From an optimization exercise on the open Yosys and OpenROAD flow, aimed at small area, a short achievable clock period and few clock cycles per item; shortcuts taken in it are not production practice.
Function was not checked in any run shown here: the RTL went through the layout flow alone.
No driver is modelled on the clock port, so clocking that relies on it looks cheaper here than on a real chip.
Power is estimated from default activity; no workload was simulated.

## flow/config.mk

```make
export PLATFORM = sky130hd
export DESIGN_NAME = ccsds_demux
export DESIGN_NICKNAME = ccsds_demux
export VERILOG_FILES = /design/flow/design.v
export SDC_FILE = /design/flow/constraint.sdc
export NUM_CORES = 4
export LEC_CHECK = 0
export CAP_MARGIN = 40
export CORE_MARGIN = 2
export CORE_UTILIZATION = 70
export CTS_CLUSTER_DIAMETER = 80
export CTS_CLUSTER_SIZE = 25
export PLACE_DENSITY = 0.8
export SLEW_MARGIN = 30
```

## flow/constraint.sdc

```tcl
create_clock -name core_clock -period 10.0 [get_ports {clk}]
set_input_delay 2.0000 -clock core_clock [delete_from_list [all_inputs] [get_ports {clk}]]
set_output_delay 2.0000 -clock core_clock [all_outputs]
set_load 0.01 [all_outputs]
```

## flow/design.v

```verilog
module ccsds_demux (
    input  wire        clk,
    input  wire        rst,            
    input  wire [10:0] cfg_frame_len,  
    input  wire [5:0]  cfg_shl,        
    input  wire        cfg_has_ocf,    
    input  wire        cfg_has_fecf,   
    input  wire        in_valid,
    output wire        in_ready,
    input  wire [7:0]  in_data,
    output reg         out_valid,
    input  wire        out_ready,
    output reg  [7:0]  out_data,
    output wire [2:0]  out_vc,
    output reg         out_sop,        
    output reg         out_eop,        
    output reg         out_close,      
    output reg         out_idle        
);
    localparam [1:0] PH_P = 2'd0, PH_S = 2'd1, PH_D = 2'd2, PH_T = 2'd3;
    reg        ir;
    assign in_ready = ir;
    wire       fire = in_valid && ir;
    wire [7:0] b    = in_data;
    reg ocf_r, fecf_r;
    reg  [1:0]  ph;
    reg  [5:0]  hc;       
    reg  [10:0] fc;       
    reg  [10:0] ccnt;     
    reg         fidle, fnost, past;
    reg  [2:0]  cur_vc;   
    reg  [2:0]  new_vc;   
    assign out_vc = cur_vc;
    reg         wcmp, widl;
    reg  [15:0] wr;
    reg  [20:0] rg [0:6];
    reg         qv;
    reg  [7:0]  qd;
    reg         qsop, qeop, qclose, qidle;
    wire        is_P = (ph == PH_P);
    wire        is_D = (ph == PH_D);
    wire [10:0] ftl2 = 11'd2 + (ocf_r ? 11'd4 : 11'd0) + (fecf_r ? 11'd2 : 11'd0);
    wire        last_data = (fc == ftl2);
    wire        last_byte = (fc == 11'd2);
    wire        ftl_z = !ocf_r && !fecf_r;
    wire        data_byte = is_D && !fidle;
    wire        cz    = (ccnt == 11'd0);
    wire        c1    = (ccnt == 11'd1);
    wire        h1    = !wcmp && wr[1];
    wire        s_open = wcmp || wr[0];
    wire        cont  = fnost || !cz;
    wire        take_cont = cont && s_open;
    wire        take_emit = !cont;
    wire        is_pkt    = take_cont || take_emit;
    wire        new_pkt   = take_emit && (!s_open || !past);
    wire        do_close  = new_pkt && s_open;
    wire        last_cont = last_data || (!fnost && c1);
    wire        ncmp      = wcmp || wr[5];
    wire        forced_end = take_cont && last_cont && (!fnost || !ncmp);
    wire        len_end   = !new_pkt && wcmp && (wr == 16'd0);
    wire        end_pkt   = len_end || forced_end;
    wire        bff       = (b == 8'hFF);
    wire        idle_o    = widl && (h1 ? (!do_close && bff) : 1'b1);
    wire        prod = fire && data_byte && is_pkt;    
    wire        swap = (rg[6][20:18] == new_vc) && !out_valid;
    reg  [1:0]  ph_n;
    reg  [2:0]  new_vc_n;
    reg         fidle_n;
    always @(*) begin
        ph_n     = ph;
        new_vc_n = new_vc;
        fidle_n  = fidle;
        if (fire) begin
            case (ph)
            PH_P: begin
                if (hc == 6'd4) new_vc_n = b[3:1];
                if (hc == 6'd0) begin
                    fidle_n = ({ccnt[10:8], b} == 11'h7FE);
                    ph_n    = (cfg_shl != 6'd0) ? PH_S : PH_D;
                end
            end
            PH_S: if (hc == 6'd1) ph_n = PH_D;
            PH_D: if (last_data) ph_n = ftl_z ? PH_P : PH_T;
            PH_T: if (last_byte) ph_n = PH_P;
            endcase
        end
    end
    wire [2:0]  cur_vc_n = swap ? new_vc : cur_vc;
    wire        ofree = !out_valid || out_ready;
    wire        qv_n  = ofree ? (qv && prod) : (qv || prod);
    wire        wait_n = (ph_n == PH_D) && !fidle_n && (cur_vc_n != new_vc_n);
    integer i;
    always @(posedge clk) begin
        ocf_r  <= cfg_has_ocf;
        fecf_r <= cfg_has_fecf;
        for (i = 1; i < 7; i = i + 1)
            rg[i] <= rg[i-1];
        rg[0] <= swap ? {cur_vc, wcmp, widl, wr} : rg[6];
        ph     <= ph_n;
        new_vc <= new_vc_n;
        fidle  <= fidle_n;
        cur_vc <= cur_vc_n;
        if (rst) begin
            ir        <= 1'b1;
            qv        <= 1'b0;
            out_valid <= 1'b0;
            ph        <= PH_P;
            hc        <= 6'd5;
            cur_vc    <= 3'd0;
            new_vc    <= 3'd0;
            fidle     <= 1'b0;
            wcmp      <= 1'b0;
            wr[0]     <= 1'b0;
            for (i = 0; i < 7; i = i + 1) begin
                rg[i][20:18] <= i + 1;
                rg[i][17]    <= 1'b0;
                rg[i][0]     <= 1'b0;
            end
        end else begin
            ir <= !qv_n && !wait_n;
            qv <= qv_n;
            if (ofree)
                out_valid <= qv || prod;
            if (swap) begin
                {wcmp, widl, wr} <= rg[6][17:0];
            end else if (prod) begin
                if (end_pkt) begin
                    wcmp    <= 1'b0;
                    wr[0]   <= 1'b0;
                end else if (new_pkt) begin
                    wcmp    <= 1'b0;
                    widl    <= (b[2:0] == 3'd7);
                    wr[5:0] <= 6'b000011;
                end else if (!wcmp) begin
                    if (wr[1]) widl <= widl && bff;
                    if (wr[4]) wr[15:8] <= b;
                    if (wr[5]) begin
                        wcmp    <= 1'b1;
                        wr[7:0] <= b;
                    end else
                        wr[5:1] <= {wr[4:1], 1'b0};
                end else
                    wr <= wr - 16'd1;
            end
            if (fire) begin
                fc <= fc - 11'd1;
                case (ph)
                PH_P: begin
                    hc <= hc - 6'd1;
                    if (hc == 6'd5) fc <= cfg_frame_len;
                    if (hc == 6'd1) ccnt[10:8] <= b[2:0];
                    if (hc == 6'd0) begin
                        ccnt[7:0] <= b;
                        fnost <= ({ccnt[10:8], b} == 11'h7FF);
                        past  <= 1'b0;
                        hc    <= cfg_shl;
                    end
                end
                PH_S: hc <= hc - 6'd1;
                PH_D: begin
                    if (!cz) ccnt <= ccnt - 11'd1;
                    if (data_byte && take_emit) past <= 1'b1;
                    if (last_data) hc <= 6'd5;
                end
                default: ;
                endcase
            end
        end
        if (ofree) begin
            if (qv) begin
                out_data  <= qd;
                out_sop   <= qsop;
                out_eop   <= qeop;
                out_close <= qclose;
                out_idle  <= qidle;
            end else begin
                out_data  <= b;
                out_sop   <= new_pkt;
                out_eop   <= end_pkt;
                out_close <= do_close;
                out_idle  <= idle_o;
            end
        end
        if (ofree ? qv : !qv) begin
            qd     <= b;
            qsop   <= new_pkt;
            qeop   <= end_pkt;
            qclose <= do_close;
            qidle  <= idle_o;
        end
    end
endmodule
```

## flow/flow/run.sh

```bash
#!/bin/bash
# Standard ORFS layout with three changes:
#  - timing repair aims at a 7 ns setup margin (the tools otherwise stop
#    at 0 ns slack on the 10 ns clock),
#  - port buffers start as the smallest buffer (repair resizes them),
#  - the clock tree's first H-tree level is taken out after CTS: the root
#    buffer drives the leaf buffers directly (every register still gets
#    its clock through two buffers, balanced).
set -euo pipefail
here=$(pwd)
knobs=(SETUP_SLACK_MARGIN=7 "BUFFER_PORTS_ARGS=-buffer_cell sky130_fd_sc_hd__buf_1")
bash standard.sh "${knobs[@]}" cts > flow_make_cts.log 2>&1
res=$(ls -d "$here"/orfs/results/*/ccsds_demux/base)
RES="$res" openroad -no_init -exit "$here/flow/flat_clk.tcl" > flow_flat_clk.log 2>&1
bash standard.sh "${knobs[@]}" finish > flow_make_finish.log 2>&1
```

## flow/flow/flat_clk.tcl

```tcl
# Remove the first level of the clock H-tree: move the fanout of every clock
# buffer driven by the root buffer onto the root buffer's net.
set p $::env(FLOW_HOME)/platforms/sky130hd
read_lef $p/lef/sky130_fd_sc_hd.tlef
read_lef $p/lef/sky130_fd_sc_hd_merged.lef
read_liberty $p/lib/sky130_fd_sc_hd__tt_025C_1v80.lib
read_db $::env(RES)/4_cts.odb
set block [ord::get_db_block]
set clknet [$block findNet clk]
set roots {}
foreach it [$clknet getITerms] { lappend roots [$it getInst] }
if {[llength $roots] != 1} { puts "clock port drives [llength $roots] cells; left as is"; exit 0 }
set root [lindex $roots 0]
set rootout ""
foreach it [$root getITerms] { if {[$it isOutputSignal]} { set rootout [$it getNet] } }
set l1 {}
foreach it [$rootout getITerms] {
  if {[$it isInputSignal] && [string match "*clkbuf*" [[[$it getInst] getMaster] getName]]} {
    lappend l1 [$it getInst]
  }
}
foreach b $l1 {
  set onet ""
  foreach it [$b getITerms] { if {[$it isOutputSignal]} { set onet [$it getNet] } }
  set n 0
  foreach it [$onet getITerms] {
    if {[$it getInst] eq $b} continue
    $it disconnect
    $it connect $rootout
    incr n
  }
  puts "removed [$b getName]: $n loads moved to [$rootout getName]"
  odb::dbInst_destroy $b
  odb::dbNet_destroy $onet
}
write_db $::env(RES)/4_cts.odb
```

## flow/standard.sh

```bash
#!/bin/bash
# synth_recipe.tcl (not shown) runs the flow's synth.tcl, then flattens the netlist and writes it again
# the make line also repeats each setting of config.mk as NAME=value (left out here)
make -C /OpenROAD-flow-scripts/flow DESIGN_CONFIG=/design/flow/config.mk WORK_HOME=/design/flow/orfs CLKGATE_MAP_FILE= SYNTH_SCRIPT=/design/flow/synth_recipe.tcl "${@:-finish}"
```

==> reports/results.ini, run 1 <==
[run_status]
status = no timing/DRC/antenna violations

[floorplan]
fp-row-count = 40
initial_core_util = 0.720
ios = 48
die-area_sq_um = 13300
die_h_microns = 115
fp.coreArea_sq_um = 12100
dieWidth_microns = 115

[yosys]
avgSynthCellArea_sq_um = 10.9
synth_area_leaders = dfxtp_1 (39%), edfxtp_1 (22%), nand2_1 (5.2%)
synth_top_family_by_area = simple AND/OR/NAND/NOR gates
synth_common_cells = dfxtp_1 (169), nand2_1 (121), edfxtp_1 (64), nor2_1 (49), a21oi_1 (41)
async_flop_share = 0
synthCells = 794
synthXorXnorAreaFrac = 0.0444
synthAdderAreaFrac = 0.0231
synth-seq-cells = 233
yosysTopAreaCell = dfxtp_1
ys.flop_type = dfxtp_1
synth_simple_gate_area_share = 0.174
synth_mux_area_frac = 0.0223
synthDistinctLibCells = 72
synth.top_cell.area_share = 0.390
synth_compound_area_frac = 0.0995
yosysMostFrequentCell = dfxtp_1
ys_warn_count = 2
synth_edf_count = 64
yosysSeqAreaShare = 0.611
netlist_area_sq_um = 8680
syn-num-nets = 841

[placement]
hpwlAfterDp_microns = 11500
gp_congestion = 0.980
dp_worst_setup_slack_ns = 6.23
port_buffers = 47
dp.cells = 976

[grt]
grt_overflow = 0
grt_max_degree = 57
grt_use_total = 0.272
antenna_found_initial = 0
grt_pass1_vias = 5596
grt_pass1_wl_microns = 27800

[worst_setup_path]
cp-start-kind = input port
timing.rr.start = wr[1]
timing.rr.end = wr[14]
crit_type = input port to register
crit_arrival_ns = 3.33
rrSetupSlack_ns = 7.32
crit_required_ns = 10.29
critPathLaunch = cfg_shl[3]
r2r_cells = 8
crit_fanout = 2
end_kind = register

[drt]
via_per_inst = 5.81
first_pass_iters = 5
routed_wl_microns = 17300
post_drt_wl_per_cell_microns = 17.2
drt-initial-drc-count = 700
ant_nets = 0
vias = 5835
drc = 0

[layout]
area_growth_pct = 10.2
fill_cells = 767
layout.cells.non_filler = 1005
finish.utilization = 0.793
multiInputGateArea_sq_um = 3310
n_antenna_cell = 0
fin_nets = 878
drive_gt1_frac = 0.129
ff_latch_area_sq_um = 5320

[cts]
htree_levels = 1
cts_tree = yes
cts_num_sinks = 233
cts_hold_buf = 0
clk_pin_slew_ns = 0.10
cts_buffers = 13
cts_buffer_depth = 3
clockRootBuffer = clkbuf_16
insertion_delay_ns = 0.41

[sta]
max_freq_mhz = 328
drv_slew = 0
grt_setup_unrepaired = true
setup_viol = 0
finalCriticalPeriod_ns = 3.05
hold_viol_final = 0
maxSlewHeadroom = 0.421
timing.final.crit_share = 0.305
setup_slack_ns = 6.95
worst_pin_slew_ns = 0.867
skew_ns = 0.0205
fin_tns_setup_ns = 0

[pwr]
p_int_mw = 1.28
p_sw_frac = 0.234
power_frac_seq = 0.618
power.leakage_nw = 3.59
p_per_area_nw_per_um2 = 174
power_frac_comb = 0.090
pwr-share-clk = 0.292
ir_worst_vdd_v = 0.000184
power.switching_mw = 0.390

[run]
drv_cap = 0

[worst_hold_path]
hold_path_depth = 0
min_from = rg[3][9]
worst_hold_path.endpoint = rg[4][9]
worstHoldPathType = register to register

[metrics by stage]
stage	power (mW)	cell area [sq um]	hold slack, ns
after floorplan	1.16	8830	0.310
after global placement	1.18	9060	0.310
after detailed placement	1.20	9070	0.312
after CTS	1.72	9540	0.323
after global routing	1.73	9560	0.326
final	1.67	9560	0.324
[flip-flops by register name, indices dropped and copies added, names as in the netlist, 2 cells and up]
name	count
ph	2
rg	147
wr	16
hc	6
out_data	8
qd	8
fc	11
ccnt	11
cur_vc	3
new_vc	3
[worst max-delay path, cell delays in order]
cell and delay, ns:
buf_1 0.10, or4_1 0.57, o41ai_2 0.25, a32oi_1 0.15, o31ai_1 0.14, a31oi_1 0.13
[how the worst max path moves through the flow]
stage / end / slack, ns
after floorplan: wr[10] / 6.75
after global placement: wr[8] / 6.31
after detailed placement: ir / 6.23
after CTS: out_idle / 6.98
after global routing: ir / 6.89
final: ir / 6.95
[cell type report]
type | count | area share
Sequential cell | 233 | 0.557
Timing Repair Buffer | 62 | 0.0357
Clock inverter | 2 | 0.00209
Clock buffer | 17 | 0.0311
Multi-Input combinational cell | 506 | 0.346
Inverter | 17 | 0.00667
Tap cell | 168 | 0.0220
[metal layers]
metal,up-vias,part of all wire,track usage
li1,2821,-,-
met1,2777,0.45,0.374
met2,209,0.48,0.431
met3,28,0.053,0.0443
met4,0,0.019,0.114
met5,-,0,0
[power groups by stage]
| stage | logic [mW] | clock network (mW) | registers [mW] |
|---|---|---|---|
| after CTS | 0.145 | 0.544 | 1.03 |
| after detailed placement | 0.142 | 0 | 1.05 |
| final | 0.150 | 0.488 | 1.03 |
| after floorplan | 0.109 | 0 | 1.05 |
| after global routing | 0.167 | 0.531 | 1.03 |
| after global placement | 0.134 | 0 | 1.05 |
[repair_timing]
action                     in CTS  in global routing
pin swaps                       3                  5
setup endpoints to repair      35                 41
gates resized for setup        23                 17
setup buffers                   7                  3
[kinds of logic after synthesis]
| family | count (synthesis) |
|---|---|
| AO/OA/AOI/OAI | 134 |
| multiplexers | 18 |
| buffers and inverters | 55 |
| flip-flops | 233 |
| AND/OR/NAND/NOR | 294 |
| adder cells (fa/ha/maj) | 16 |
| XOR/XNOR | 44 |
[cell usage in the layout (no fill, tap or decap), drive strengths merged, types with 19 or more instances in the layout]
| cell | netlist | routed |
|---|---|---|
| dfxtp | 169 | 169 |
| nand2 | 122 | 122 |
| edfxtp | 64 | 64 |
| buf | 13 | 56 |
| nor2 | 50 | 50 |
| a21oi | 41 | 41 |
| o21ai | 36 | 36 |
| xor2 | 23 | 23 |
| nor2b | 23 | 23 |
| clkbuf | 25 | 23 |
| xnor2 | 21 | 21 |
| inv | 17 | 19 |
==> inputs of run 2 (changes only) <==
==> flow/flow/run.sh (replaced) <==
#!/bin/bash
# Standard ORFS layout; timing repair aimed at a tighter setup margin and
# port buffers of the smallest buffer cell (resized later by repair).
set -euo pipefail
bash standard.sh SETUP_SLACK_MARGIN=7 "BUFFER_PORTS_ARGS=-buffer_cell sky130_fd_sc_hd__buf_1" finish > flow_make.log 2>&1
removed: flow/flow/flat_clk.tcl
==> run 2 against run 1 <==
Still clean on timing, DRC and antenna. Critical path depth down 5. Register-to-register slack worse by 0.03 ns. Worst hold slack worse by 0.00080 ns. Via count up 0.63%. Largest cell class unchanged. Highest routed layer unchanged.
==> reports/results.ini, run 2 <==
[drt]
routed_wl_microns = 17300
drc = 0
post_drt_wl_per_cell_microns = 17.2
first_pass_iters = 6
vias = 5872
ant_nets = 0
via_per_inst = 5.82
drt-initial-drc-count = 604

[pwr]
power.leakage_nw = 3.64
p_total_mw = 1.71
ir_worst_vdd_v = 0.000185
p_per_area_nw_per_um2 = 178

[run]
drv_cap = 0

[layout]
largest_reg_flops = 147
most-common-layout-cells = dfxtp_1 (164), nand2_1 (119), edfxtp_1 (64)
reg.largest.list = rg: 147 flops, wr: 16 flops
final_common_cell = dfxtp_1
n_antenna_cell = 0
finish.utilization = 0.799
top_register = rg
area_growth_pct = 11.0
fin_nets = 882
drive_gt1_frac = 0.140
fill_cells = 758

[yosys]
synth.top_cell.area_share = 0.390
avgSynthCellArea_sq_um = 10.9
ys.flop_type = dfxtp_1
yosysTopAreaCell = dfxtp_1
synth_mux_area_frac = 0.0223
async_flop_share = 0
netlist_area_sq_um = 8680
syn-num-nets = 841
synth-seq-cells = 233
synth_top_family_by_area = simple AND/OR/NAND/NOR gates
synth_compound_area_frac = 0.0995
synthAdderAreaFrac = 0.0231
synth_area_leaders = dfxtp_1 (39%), edfxtp_1 (22%), nand2_1 (5.2%)
ys_warn_count = 2
yosysMostFrequentCell = dfxtp_1
synthXorXnorAreaFrac = 0.0444
synth_common_cells = dfxtp_1 (169), nand2_1 (121), edfxtp_1 (64), nor2_1 (49), a21oi_1 (41)
yosysSeqAreaShare = 0.611
synth_edf_count = 64
synthDistinctLibCells = 72
synthCells = 794
synth_simple_gate_area_share = 0.174

[cts]
clockRootBuffer = clkbuf_16
insertion_delay_ns = 0.47
htree_levels = 1
cts_buffer_depth = 3
cts_tree = yes
clk_pin_slew_ns = 0.10
cts_buffers = 13
cts_num_sinks = 233

[sta]
skew_ns = 0.0274
setup_viol = 0
drv_slew = 0
timing.final.crit_share = 0.302
max_freq_mhz = 331
maxSlewHeadroom = 0.433
hold_viol_final = 0
grt_setup_unrepaired = true
fin_tns_setup_ns = 0
finalCriticalPeriod_ns = 3.02
worst_pin_slew_ns = 0.849

[worst_setup_path]
crit_path_top_delay_cell = edfxtp_1
crit_fanout = 1
path_cells = buf_6
crit_required_ns = 8.00
crit_type = register to primary output
end_kind = primary output
cp-start-kind = register
cp_slowest_stage_delay_ns = 0.42
cp_num_buf_inv = 1
crit_arrival_ns = 1.02
path_delay_family = flip-flops

[grt]
grt_pass1_vias = 5620
antenna_found_initial = 0
grt_overflow = 0
grt_use_total = 0.263
grt_max_degree = 57
grt_pass1_wl_microns = 27800

[floorplan]
dieWidth_microns = 115
initial_core_util = 0.720
die-area_sq_um = 13300
ios = 48
fp.coreArea_sq_um = 12100
fp-row-count = 40
die_h_microns = 115

[placement]
port_buffers = 47
gp_congestion = 0.980
hpwlAfterDp_microns = 11500

[run_status]
status = no timing/DRC/antenna violations

[worst_hold_path]
worstHoldPathType = register to register

==> run 2: cell counts after synthesis <==
No cell type changed its count.
==> run 2: report_power, final <==
group,internal (mW),switching [mW]
Combinational,0.0598,0.0900
Clock,0.248,0.285
Sequential,1.01,0.0230
Total,1.32,0.398
==> run 2: final timing paths <==
path / cells past startpoint / to / slack [ns] / from
worst min register to register: 0 / rg[1][12] / 0.32 / rg[0][12]
worst max-delay path: 1 / out_sop / 6.98 / out_sop
worst max register to register: 8 / wr[2] / 7.29 / wr[1]
worst min-delay path: 0 / rg[1][12] / 0.32 / rg[0][12]
==> run 2: layout make-up <==
class                   count  area (sq um)  share of cell area
multi-input cells         506          3310               0.343
flip-flops and latches    233          5320               0.553
clock inverters             2          20.0             0.00208
well taps                 168           210              0.0218
clock buffers              19           348              0.0361
repair buffers             64           360              0.0374
inverters                  17          63.8             0.00662
==> run 2: kinds of logic after synthesis <==
family	count (synthesis)
xor gates and xnor gates	44
DFF	233
muxes	18
and+or+nand+nor	294
AOI/OAI and AO/OA	134
adders and majority gates	16
buffers and inverters	55
==> run 2: layer usage <==
metal,share of wire,routed length (microns),GRT usage
met1,0.45,7780,0.374
met2,0.47,8210,0.431
met3,0.058,1010,0.0295
met4,0.020,342,0.0747
met5,0,0,0
==> run 2: what timing repair did <==
item / in CTS / in global routing
gates resized for setup: 23 / 23
endpoints found under the setup margin: 35 / 36
setup buffers: 7 / 5
hold buffers: 0 / 0
pin swaps: 3 / 3
==> run 2: metrics by stage <==
stage          worst slack, ns  std cells  area [sq um]  hold WS (ns)
2_1_floorplan             6.75        794          8830         0.310
3_3_place_gp              6.31        975          9060         0.310
3_5_place_dp              6.23        976          9070         0.312
4_1_cts                   6.98       1004          9540         0.323
5_1_grt                   6.95       1009          9630         0.326
6_report                  6.98       1009          9630         0.323
==> inputs of run 3 (changes only) <==
--- a/flow/config.mk
+++ b/flow/config.mk
@@ -13,2 +13,3 @@
 export PLACE_DENSITY = 0.8
 export SLEW_MARGIN = 30
+export TNS_END_PERCENT = 10
==> run 3 against run 2 <==
Still clean. First-iteration DRC count unchanged. Sequential share of layout area up 0.14 points. Area after synthesis unchanged. Sequential cell count unchanged. Power about the same. Sequential power about the same. Clock power about the same. Die area unchanged. Critical path type is now input port to register. Largest power group unchanged. Highest routed layer unchanged.
==> reports/results.ini, run 3 <==
[run_status]
status = no timing/DRC/antenna violations

[pwr]
power_frac_seq = 0.600
p_int_mw = 1.32
ir_worst_vdd_v = 0.000198
pwr-share-clk = 0.312
p_sw_frac = 0.230
power.leakage_nw = 3.60
power_frac_comb = 0.088
power.switching_mw = 0.394
p_per_area_nw_per_um2 = 178

[cts]
cts_num_sinks = 233
cts_hold_buf = 0
insertion_delay_ns = 0.46
cts_buffers = 13
clockRootBuffer = clkbuf_16
htree_levels = 1
cts_tree = yes
cts_buffer_depth = 3
clk_pin_slew_ns = 0.09

[drt]
first_pass_iters = 5
vias = 5853
via_per_inst = 5.80
drc = 0
post_drt_wl_per_cell_microns = 16.9
ant_nets = 0
routed_wl_microns = 17100
drt-initial-drc-count = 604

[floorplan]
ios = 48
initial_core_util = 0.720
fp.coreArea_sq_um = 12100
fp-row-count = 40
dieWidth_microns = 115
die_h_microns = 115
die-area_sq_um = 13300

[layout]
post-route-cell-area_sq_um = 9610
drive_gt1_frac = 0.124
largest_reg_flops = 147
final_common_cell = dfxtp_1
most-common-layout-cells = dfxtp_1 (164), nand2_1 (120), edfxtp_1 (64)
fill_cells = 780
layout.cells.non_filler = 1010
finish.utilization = 0.797
reg.largest.list = rg: 147 flops, wr: 16 flops
area_growth_pct = 10.7
n_antenna_cell = 0
fin_nets = 884
top_register = rg

[yosys]
yosysSeqAreaShare = 0.611
netlist_area_sq_um = 8680
syn-num-nets = 841
avgSynthCellArea_sq_um = 10.9
async_flop_share = 0
yosysTopAreaCell = dfxtp_1
synthCells = 794
synthDistinctLibCells = 72
synth_common_cells = dfxtp_1 (169), nand2_1 (121), edfxtp_1 (64), nor2_1 (49), a21oi_1 (41)
synth.top_cell.area_share = 0.390
synth_edf_count = 64
synth_area_leaders = dfxtp_1 (39%), edfxtp_1 (22%), nand2_1 (5.2%)
yosysMostFrequentCell = dfxtp_1
ys_warn_count = 2
ys.flop_type = dfxtp_1
synth-seq-cells = 233

[grt]
grt_pass1_vias = 5464
grt_use_total = 0.253
grt_max_degree = 57
antenna_found_initial = 0
grt_pass1_wl_microns = 26800
grt_overflow = 0

[run]
drv_cap = 0

[placement]
place_area_sq_um = 9040
hpwlAfterDp_microns = 11500
dp.cells = 976
gp_congestion = 0.965
port_buffers = 47

[worst_setup_path]
path_cells = buf_1, nor2b_1, inv_1, xnor2_4, buf_12
crit_arrival_ns = 3.22
rrSetupSlack_ns = 7.19
cp_slowest_stage_delay_ns = 0.38
timing.rr.start = wr[1]
timing.rr.end = wr[8]
crit_path_top_delay_cell = inv_1
end_kind = register
crit_fanout = 13
r2r_cells = 7
crit_required_ns = 10.18
cp-start-kind = input port
path_delay_family = buffers and inverters
crit_type = input port to register
cp_num_buf_inv = 3

[sta]
skew_ns = 0.0155
max_freq_mhz = 328
worst_pin_slew_ns = 0.836
maxSlewHeadroom = 0.442
fin_tns_setup_ns = 0
grt_setup_unrepaired = true
timing.final.crit_share = 0.305
drv_slew = 0
hold_viol_final = 0
finalCriticalPeriod_ns = 3.05
setup_viol = 0

[worst_hold_path]
worst_hold_path.endpoint = rg[3][8]
worstHoldPathType = register to register
min_from = rg[2][8]
hold_path_depth = 0

-- run 3: per-layer routing --
layer  track usage  vias to the layer above  wire length, microns
met5             0                        -                     0
met4        0.0819                        0                   391
met3        0.0327                       37                  1120
met2         0.404                      239                  7860
met1         0.362                     2744                  7680
li1              -                     2833                     -
-- run 3: cells by family after synthesis --
family,synth area share
AOI/OAI and AO/OA,0.0995
xor gates and xnor gates,0.0444
adders and majority gates,0.0231
buffers and inverters,0.0254
DFF,0.611
muxes,0.0223
and+or+nand+nor,0.174
-- run 3: layout make-up --
cell class / count / area, sq um / area share
flip-flops and latches: 233 / 5320 / 0.554
well taps: 168 / 210 / 0.0219
clock inverters: 2 / 20.0 / 0.00208
repair buffers: 66 / 353 / 0.0367
inverters: 17 / 63.8 / 0.00664
multi-input cells: 506 / 3280 / 0.342
clock buffers: 18 / 354 / 0.0368
-- run 3: worst max-delay path by stage --
stage / startpoint / end / slack [ns] / cells past startpoint
global placement: in_valid / wr[11] / 6.31 / 5
CTS: cur_vc[1] / out_vc[1] / 6.84 / 1
global route: in_data[4] / ir / 6.92 / 7
floorplan: in_valid / wr[10] / 6.75 / 4
finish: out_ready / qeop / 6.95 / 5
detailed placement: in_valid / ir / 6.19 / 7
-- run 3: what timing repair did --
item,CTS,global route
pin swaps,1,6
setup endpoints to repair,48,56
resized for setup,6,23
cloned,0,0
buffers inserted,1,13
-- run 3: per-stage QoR --
stage / worst slack (ns) / hold slack [ns] / power [mW]
final: 6.95 / 0.319 / 1.71
after floorplan: 6.75 / 0.310 / 1.15
after global placement: 6.31 / 0.310 / 1.18
after detailed placement: 6.19 / 0.312 / 1.19
after CTS: 6.84 / 0.323 / 1.72
after global routing: 6.92 / 0.324 / 1.78
-- run 3: worst reg2reg max path, stage by stage (launching register included) --
cell	delay, ns
edfxtp_1	0.46
inv_1	0.12
ha_1	0.20
nor3b_1	0.46
nand3_1	0.39
o32ai_1	0.66
o41ai_4	0.09
buf_4	0.19
-- run 3: power groups by stage --
stage          Clock (mW)  Combinational, mW  Sequential, mW
2_1_floorplan           0              0.106            1.05
4_1_cts             0.546              0.143            1.03
5_1_grt             0.579              0.167            1.03
3_3_place_gp            0              0.135            1.05
3_5_place_dp            0              0.141            1.05
6_report            0.534              0.151            1.03
==> inputs of run 4 (changes only) <==
--- a/flow/config.mk
+++ b/flow/config.mk
@@ -9,7 +9,7 @@
 export CORE_MARGIN = 2
 export CORE_UTILIZATION = 70
-export CTS_CLUSTER_DIAMETER = 80
-export CTS_CLUSTER_SIZE = 25
+export CTS_BUF_LIST = sky130_fd_sc_hd__clkbuf_8
+export CTS_CLUSTER_DIAMETER = 60
+export CTS_CLUSTER_SIZE = 15
 export PLACE_DENSITY = 0.8
 export SLEW_MARGIN = 30
-export TNS_END_PERCENT = 10
==> run 4 against run 3 <==
Register-to-register slack improved by 0.05 ns. Cell area is 0.38% lower. Die area is the same. Core utilization down 0.30 points. Clock skew is 0.0076 ns higher. Non-clock buffer count shrank 6. Critical path depth down 4. Worst hold slack better by 0.0053 ns. Sequential share of layout area grew 0.21 points. Final cell count up 0.50%. Setup slack got worse by 0.036 ns.
==> reports/results.ini, run 4 <==
[floorplan]
fp-row-count = 40
die-area_sq_um = 13300
fp.coreArea_sq_um = 12100
initial_core_util = 0.720
dieWidth_microns = 115
die_h_microns = 115
ios = 48

[cts]
clockRootBuffer = clkbuf_8
clk_pin_slew_ns = 0.10
cts_num_sinks = 233
insertion_delay_ns = 0.52
cts_buffer_depth = 3
cts_tree = yes
htree_levels = 1
cts_buffers = 19

[worst_hold_path]
worstHoldPathType = register to register
min_from = rg[4][5]

[drt]
drt-initial-drc-count = 565
routed_wl_microns = 17000
vias = 5887
ant_nets = 0
post_drt_wl_per_cell_microns = 16.7
drc = 0
via_per_inst = 5.80
first_pass_iters = 6

[grt]
grt_use_total = 0.254
grt_max_degree = 57
grt_overflow = 0
antenna_found_initial = 0
grt_pass1_wl_microns = 27100
grt_pass1_vias = 5668

[sta]
setup_slack_ns = 6.92
fin_tns_setup_ns = 0
grt_setup_unrepaired = true
drv_slew = 0
finalCriticalPeriod_ns = 3.08
setup_viol = 0
worst_pin_slew_ns = 0.845
timing.final.crit_share = 0.308
skew_ns = 0.0230
maxSlewHeadroom = 0.436
max_freq_mhz = 324
hold_viol_final = 0

[worst_setup_path]
crit_type = register to primary output
crit_arrival_ns = 1.08
crit_required_ns = 8.00
path_delay_family = flip-flops
critPathLaunch = out_sop
rrSetupSlack_ns = 7.24
crit_path_top_delay_cell = edfxtp_1
end_kind = primary output
path_depth = 1
path_cells = buf_6
cp-start-kind = register
endpoint = out_sop
timing.rr.end = wr[15]
r2r_cells = 7
cp_num_buf_inv = 1
cp_slowest_stage_delay_ns = 0.43
crit_fanout = 1
timing.rr.start = wr[1]

[placement]
dp_worst_setup_slack_ns = 6.23
port_buffers = 47
hpwlAfterDp_microns = 11500
gp_congestion = 0.980

[layout]
area_growth_pct = 10.3
n_antenna_cell = 0
top_register = rg
drive_gt1_frac = 0.139
fin_nets = 884
final_common_cell = dfxtp_1
largest_reg_flops = 147
finish.utilization = 0.794
reg.largest.list = rg: 147 flops, wr: 16 flops
most-common-layout-cells = dfxtp_1 (164), nand2_1 (119), edfxtp_1 (64)

[pwr]
p_total_mw = 1.64
power.leakage_nw = 3.63
p_per_area_nw_per_um2 = 172
ir_worst_vdd_v = 0.000162

[yosys]
synth-seq-cells = 233
synth_edf_count = 64
yosysTopAreaCell = dfxtp_1
synthCells = 794
ys.flop_type = dfxtp_1
yosysMostFrequentCell = dfxtp_1
async_flop_share = 0
synth_common_cells = dfxtp_1 (169), nand2_1 (121), edfxtp_1 (64), nor2_1 (49), a21oi_1 (41)
synth_area_leaders = dfxtp_1 (39%), edfxtp_1 (22%), nand2_1 (5.2%)
synth.top_cell.area_share = 0.390
synthDistinctLibCells = 72
netlist_area_sq_um = 8680
syn-num-nets = 841
avgSynthCellArea_sq_um = 10.9
yosysSeqAreaShare = 0.611
ys_warn_count = 2

[run_status]
status = no timing/DRC/antenna violations

[run]
drv_cap = 0

run 4: cell counts after synthesis:
Identical to the previous run, type by type.
run 4: how the worst min path moves through the flow:
stage | depth (start not counted) | slack (ns) | to
global route | 0 | 0.32 | rg[3][10]
CTS | 0 | 0.32 | rg[6][6]
detailed placement | 0 | 0.31 | rg[4][4]
global placement | 0 | 0.31 | rg[2][11]
finish | 0 | 0.32 | rg[5][5]
floorplan | 0 | 0.31 | rg[1][10]
run 4: stage by stage:
stage	cell area (sq um)	hold slack (ns)	instances
global route	9570	0.321	1015
finish	9570	0.325	1015
CTS	9510	0.322	1013
floorplan	8830	0.310	794
global placement	9060	0.310	975
detailed placement	9070	0.312	976
run 4: metal layers:
layer	track usage	share of wire	vias to the layer above
met1	0.355	0.46	2781
met5	0	0	-
met4	0.0884	0.027	0
met2	0.414	0.46	228
li1	-	-	2833
met3	0.0322	0.054	45
run 4: power by group:
part	total [mW]	internal, mW	switching, mW
clock	0.464	0.186	0.279
sequential	1.03	1.01	0.0228
combinational	0.148	0.0587	0.0895
run 4: logic make-up after synthesis:
kind of cell               after synthesis  share of synthesized area
adders and majority gates               16                     0.0231
xor gates and xnor gates                44                     0.0444
and+or+nand+nor                        294                      0.174
DFF                                    233                      0.611
muxes                                   18                     0.0223
buffers and inverters                   55                     0.0254
AOI/OAI and AO/OA                      134                     0.0995
run 4: repair_timing:
action	CTS	global route
endpoints found under the hold margin	0	0
hold buffers	0	0
pin swaps	2	1
endpoints found under the setup margin	37	27
gates resized for setup	27	20
setup buffers	6	2
cloned	0	0
run 4: area by class of cell:
cell class | instances | area, sq um
clock buffers | 20 | 275
clock inverters | 11 | 46.3
fillers | 763 | 2490
inverters | 17 | 63.8
multi-input cells | 506 | 3300
flip-flops and latches | 233 | 5320
well taps | 168 | 210
repair buffers | 60 | 354
==> inputs of run 5 (changes only) <==
--- a/flow/design.v
+++ b/flow/design.v
@@ -19,8 +19,11 @@
 );
     localparam [1:0] PH_P = 2'd0, PH_S = 2'd1, PH_D = 2'd2, PH_T = 2'd3;
+    reg        qv;
+    reg  [7:0] qd;
     reg        ir;
+    reg        qraw;      
     assign in_ready = ir;
-    wire       fire = in_valid && ir;
-    wire [7:0] b    = in_data;
+    wire       take = in_valid && ir;
+    wire [7:0] b    = qraw ? qd : in_data;
     reg ocf_r, fecf_r;
     reg  [1:0]  ph;
@@ -35,6 +38,4 @@
     reg  [15:0] wr;
     reg  [20:0] rg [0:6];
-    reg         qv;
-    reg  [7:0]  qd;
     reg         qsop, qeop, qclose, qidle;
     wire        is_P = (ph == PH_P);
@@ -62,32 +63,12 @@
     wire        bff       = (b == 8'hFF);
     wire        idle_o    = widl && (h1 ? (!do_close && bff) : 1'b1);
-    wire        prod = fire && data_byte && is_pkt;    
+    wire        swwait = is_D && !fidle && (cur_vc != new_vc);
+    wire        fire   = (qraw || take) && !swwait;    
+    wire        prod   = fire && data_byte && is_pkt;   
     wire        swap = (rg[6][20:18] == new_vc) && !out_valid;
-    reg  [1:0]  ph_n;
-    reg  [2:0]  new_vc_n;
-    reg         fidle_n;
-    always @(*) begin
-        ph_n     = ph;
-        new_vc_n = new_vc;
-        fidle_n  = fidle;
-        if (fire) begin
-            case (ph)
-            PH_P: begin
-                if (hc == 6'd4) new_vc_n = b[3:1];
-                if (hc == 6'd0) begin
-                    fidle_n = ({ccnt[10:8], b} == 11'h7FE);
-                    ph_n    = (cfg_shl != 6'd0) ? PH_S : PH_D;
-                end
-            end
-            PH_S: if (hc == 6'd1) ph_n = PH_D;
-            PH_D: if (last_data) ph_n = ftl_z ? PH_P : PH_T;
-            PH_T: if (last_byte) ph_n = PH_P;
-            endcase
-        end
-    end
-    wire [2:0]  cur_vc_n = swap ? new_vc : cur_vc;
     wire        ofree = !out_valid || out_ready;
-    wire        qv_n  = ofree ? (qv && prod) : (qv || prod);
-    wire        wait_n = (ph_n == PH_D) && !fidle_n && (cur_vc_n != new_vc_n);
+    wire        qraw_n = (qraw || take) && !fire;
+    wire        qbeat_n = prod && !(ofree && !(qv && !qraw));
+    wire        qv_n  = qraw_n || qbeat_n || (qv && !qraw && !ofree);
     integer i;
     always @(posedge clk) begin
@@ -97,11 +78,8 @@
             rg[i] <= rg[i-1];
         rg[0] <= swap ? {cur_vc, wcmp, widl, wr} : rg[6];
-        ph     <= ph_n;
-        new_vc <= new_vc_n;
-        fidle  <= fidle_n;
-        cur_vc <= cur_vc_n;
         if (rst) begin
             ir        <= 1'b1;
             qv        <= 1'b0;
+            qraw      <= 1'b0;
             out_valid <= 1'b0;
             ph        <= PH_P;
@@ -118,9 +96,11 @@
             end
         end else begin
-            ir <= !qv_n && !wait_n;
-            qv <= qv_n;
+            ir <= !qv_n;
+            qv   <= qv_n;
+            qraw <= qraw_n;
             if (ofree)
-                out_valid <= qv || prod;
+                out_valid <= (qv && !qraw) || prod;
             if (swap) begin
+                cur_vc <= new_vc;
                 {wcmp, widl, wr} <= rg[6][17:0];
             end else if (prod) begin
@@ -148,25 +128,34 @@
                 PH_P: begin
                     hc <= hc - 6'd1;
+                    if (hc == 6'd4) new_vc <= b[3:1];
                     if (hc == 6'd5) fc <= cfg_frame_len;
                     if (hc == 6'd1) ccnt[10:8] <= b[2:0];
                     if (hc == 6'd0) begin
                         ccnt[7:0] <= b;
+                        fidle <= ({ccnt[10:8], b} == 11'h7FE);
                         fnost <= ({ccnt[10:8], b} == 11'h7FF);
+                        ph    <= (cfg_shl != 6'd0) ? PH_S : PH_D;
                         past  <= 1'b0;
                         hc    <= cfg_shl;
                     end
                 end
-                PH_S: hc <= hc - 6'd1;
+                PH_S: begin
+                    hc <= hc - 6'd1;
+                    if (hc == 6'd1) ph <= PH_D;
+                end
                 PH_D: begin
                     if (!cz) ccnt <= ccnt - 11'd1;
                     if (data_byte && take_emit) past <= 1'b1;
-                    if (last_data) hc <= 6'd5;
+                    if (last_data) begin
+                        ph <= ftl_z ? PH_P : PH_T;
+                        hc <= 6'd5;
+                    end
                 end
-                default: ;
+                default: if (last_byte) ph <= PH_P;
                 endcase
             end
         end
         if (ofree) begin
-            if (qv) begin
+            if (qv && !qraw) begin
                 out_data  <= qd;
                 out_sop   <= qsop;
@@ -182,6 +171,6 @@
             end
         end
-        if (ofree ? qv : !qv) begin
-            qd     <= b;
+        if (take) qd <= in_data;
+        if (qbeat_n) begin
             qsop   <= new_pkt;
             qeop   <= end_pkt;
--- a/flow/config.mk
+++ b/flow/config.mk
@@ -9,7 +9,7 @@
 export CORE_MARGIN = 2
 export CORE_UTILIZATION = 70
-export CTS_BUF_LIST = sky130_fd_sc_hd__clkbuf_8
-export CTS_CLUSTER_DIAMETER = 60
-export CTS_CLUSTER_SIZE = 15
+export CTS_CLUSTER_DIAMETER = 80
+export CTS_CLUSTER_SIZE = 25
 export PLACE_DENSITY = 0.8
 export SLEW_MARGIN = 30
+export TNS_END_PERCENT = 2
==> run 5 against run 4 <==
Still clean. Clock skew is 0.0050 ns lower. First-iteration DRC count up 34%. Sequential cell count increased by 1. Power is 4.1% higher.
==> reports/results.ini, run 5 <==
[run_status]
status = no timing/DRC/antenna violations

[yosys]
synth_common_cells = dfxtp_1 (170), nand2_1 (112), nor2_1 (70), edfxtp_1 (64), a21oi_1 (48)
yosysTopAreaCell = dfxtp_1
synthDistinctLibCells = 53
netlist_area_sq_um = 8530
yosysMostFrequentCell = dfxtp_1
synth_edf_count = 64
avgSynthCellArea_sq_um = 10.7
yosysSeqAreaShare = 0.624
syn-num-nets = 843
ys.flop_type = dfxtp_1
async_flop_share = 0
synth_area_leaders = dfxtp_1 (40%), edfxtp_1 (23%), nand2_1 (4.9%)
synth-seq-cells = 234
synthCells = 796
ys_warn_count = 2
synth.top_cell.area_share = 0.399

[drt]
ant_nets = 0
via_per_inst = 5.95
first_pass_iters = 5
drt-initial-drc-count = 759
drc = 0
routed_wl_microns = 17100
post_drt_wl_per_cell_microns = 17.4
vias = 5879

[pwr]
power.leakage_nw = 3.50
p_per_area_nw_per_um2 = 183
ir_worst_vdd_v = 0.000170

[layout]
top_register = rg
area_growth_pct = 9.74
final_common_cell = dfxtp_1
most-common-layout-cells = dfxtp_1 (167), nand2_1 (111), nor2_1 (67)
largest_reg_flops = 147
drive_gt1_frac = 0.0880
post-route-cell-area_sq_um = 9360
fin_nets = 882
n_antenna_cell = 0
reg.largest.list = rg: 147 flops, wr: 16 flops

[placement]
place_area_sq_um = 8840
gp_congestion = 0.929
port_buffers = 47
hpwlAfterDp_microns = 11400

[sta]
finalCriticalPeriod_ns = 3.09
grt_setup_unrepaired = true
whs_ns = 0.325
timing.final.crit_share = 0.309
worst_pin_slew_ns = 0.788
setup_viol = 0
skew_ns = 0.0180
max_freq_mhz = 323
hold_viol_final = 0
drv_slew = 0
maxSlewHeadroom = 0.474
fin_tns_setup_ns = 0

[floorplan]
die_h_microns = 114
ios = 48
initial_core_util = 0.713
fp-row-count = 40
dieWidth_microns = 114
die-area_sq_um = 13100
fp.coreArea_sq_um = 12000

[worst_setup_path]
critPathLaunch = in_data[1]
end_kind = register
crit_arrival_ns = 3.33
cp-start-kind = input port
crit_type = input port to register
timing.rr.end = wr[14]
endpoint = out_idle
r2r_cells = 8
rrSetupSlack_ns = 7.24
crit_required_ns = 10.23
timing.rr.start = wr[1]
crit_fanout = 6

[grt]
grt_pass1_vias = 5526
grt_pass1_wl_microns = 27600
grt_use_total = 0.266
antenna_found_initial = 0
grt_overflow = 0
grt_max_degree = 59

[cts]
clockRootBuffer = clkbuf_16
clk_pin_slew_ns = 0.10
insertion_delay_ns = 0.47
htree_levels = 1
cts_hold_buf = 0
cts_buffers = 13
cts_buffer_depth = 3
cts_tree = yes
cts_num_sinks = 234

[worst_hold_path]
worstHoldPathType = register to register

[run]
drv_cap = 0

## run 5: critical path, cell delays in order
cell,delay (ns)
buf_1,0.09
mux2_4,0.33
nand2_1,0.10
or3_1,0.18
nor3_1,0.08
o31a_1,0.28
mux2_2,0.26
## run 5: final cells by class
cell class	count	area (sq um)
Clock buffer	18	354
Clock inverter	3	55.1
Fill cell	764	2600
Inverter	17	63.8
Multi-Input combinational cell	509	3080
Sequential cell	234	5330
Tap cell	147	184
Timing Repair Buffer	60	294
## run 5: worst min-delay path by stage
stage	start	end	cells past startpoint
floorplan	rg[0][10]	rg[1][10]	0
global placement	rg[3][6]	rg[4][6]	0
detailed placement	rg[4][4]	rg[5][4]	0
CTS	rg[0][11]	rg[1][11]	0
global route	rg[0][11]	rg[1][11]	0
finish	rg[0][11]	rg[1][11]	0
## run 5: layer usage
layer,GRT usage,vias to the layer above,routed length [microns]
met5,0,-,0
met4,0.0691,0,358
met3,0.0450,32,1360
met2,0.425,286,8040
met1,0.381,2743,7390
li1,-,2818,-
## run 5: what timing repair did
item | 4_1_cts | 5_1_grt
resized for setup | 3 | 10
pin swaps | 5 | 3
setup buffers | 5 | 2
endpoints found under the setup margin | 45 | 60
## run 5: cells by family (layout without fill, tap and decap cells)
group                    after synthesis  in the layout  synth area share
adder cells (fa/ha/maj)               17             17            0.0248
multiplexers                          19             19            0.0235
AO/OA/AOI/OAI                        133            133            0.0936
AND/OR/NAND/NOR                      301            301             0.170
XOR/XNOR                              39             39            0.0401
flip-flops                           234            234             0.624
buffers and inverters                 53             98            0.0236
## run 5: power breakdown
part	total (mW)	switching [mW]	leakage, nW	internal (mW)
registers	1.04	0.0220	2.01	1.02
clock network	0.570	0.290	0.198	0.280
logic	0.0972	0.0590	1.29	0.0382
## run 5: metrics by stage
stage / utilization / power (mW) / setup slack, ns / std cells
floorplan: - / 1.12 / 6.50 / 796
finish: 0.782 / 1.71 / 6.91 / 988
global route: 0.782 / 1.77 / 6.88 / 988
global placement: 0.739 / 1.15 / 6.01 / 959
detailed placement: 0.739 / 1.16 / 5.93 / 959
CTS: 0.778 / 1.72 / 6.84 / 985

afterwards: timing with drivers on the ports:
Ports are ideal in the flow. The routed layouts listed here were re-timed in OpenROAD.
Step 1 assumes that a clkbuf_16 drives the clock port and a buf_2 every other input.
Step 2 times the ports against the registers' clock, not the clock port: input delays grow and output delays shrink by t, the midpoint of the rising clock arrivals with the driver on.
Three values: no drivers, after step 1, after step 2; two values: the first two.
| run | t, ns | setup WS [ns] | worst slew at a driven data input, ns |
|---|---|---|---|
| run 1 | 0.441 | 6.954 / 6.975 / 6.534 | 0.05 |
| run 2 | 0.499 | 6.979 / 6.939 / 6.541 | 0.03 |
| run 3 | 0.492 | 6.951 / 6.955 / 6.465 | 0.05 |
| run 4 | 0.542 | 6.916 / 6.877 / 6.482 | 0.04 |
| run 5 | 0.504 | 6.907 / 6.907 / 6.421 | 0.04 |
After both steps setup and hold are still met in every run listed.
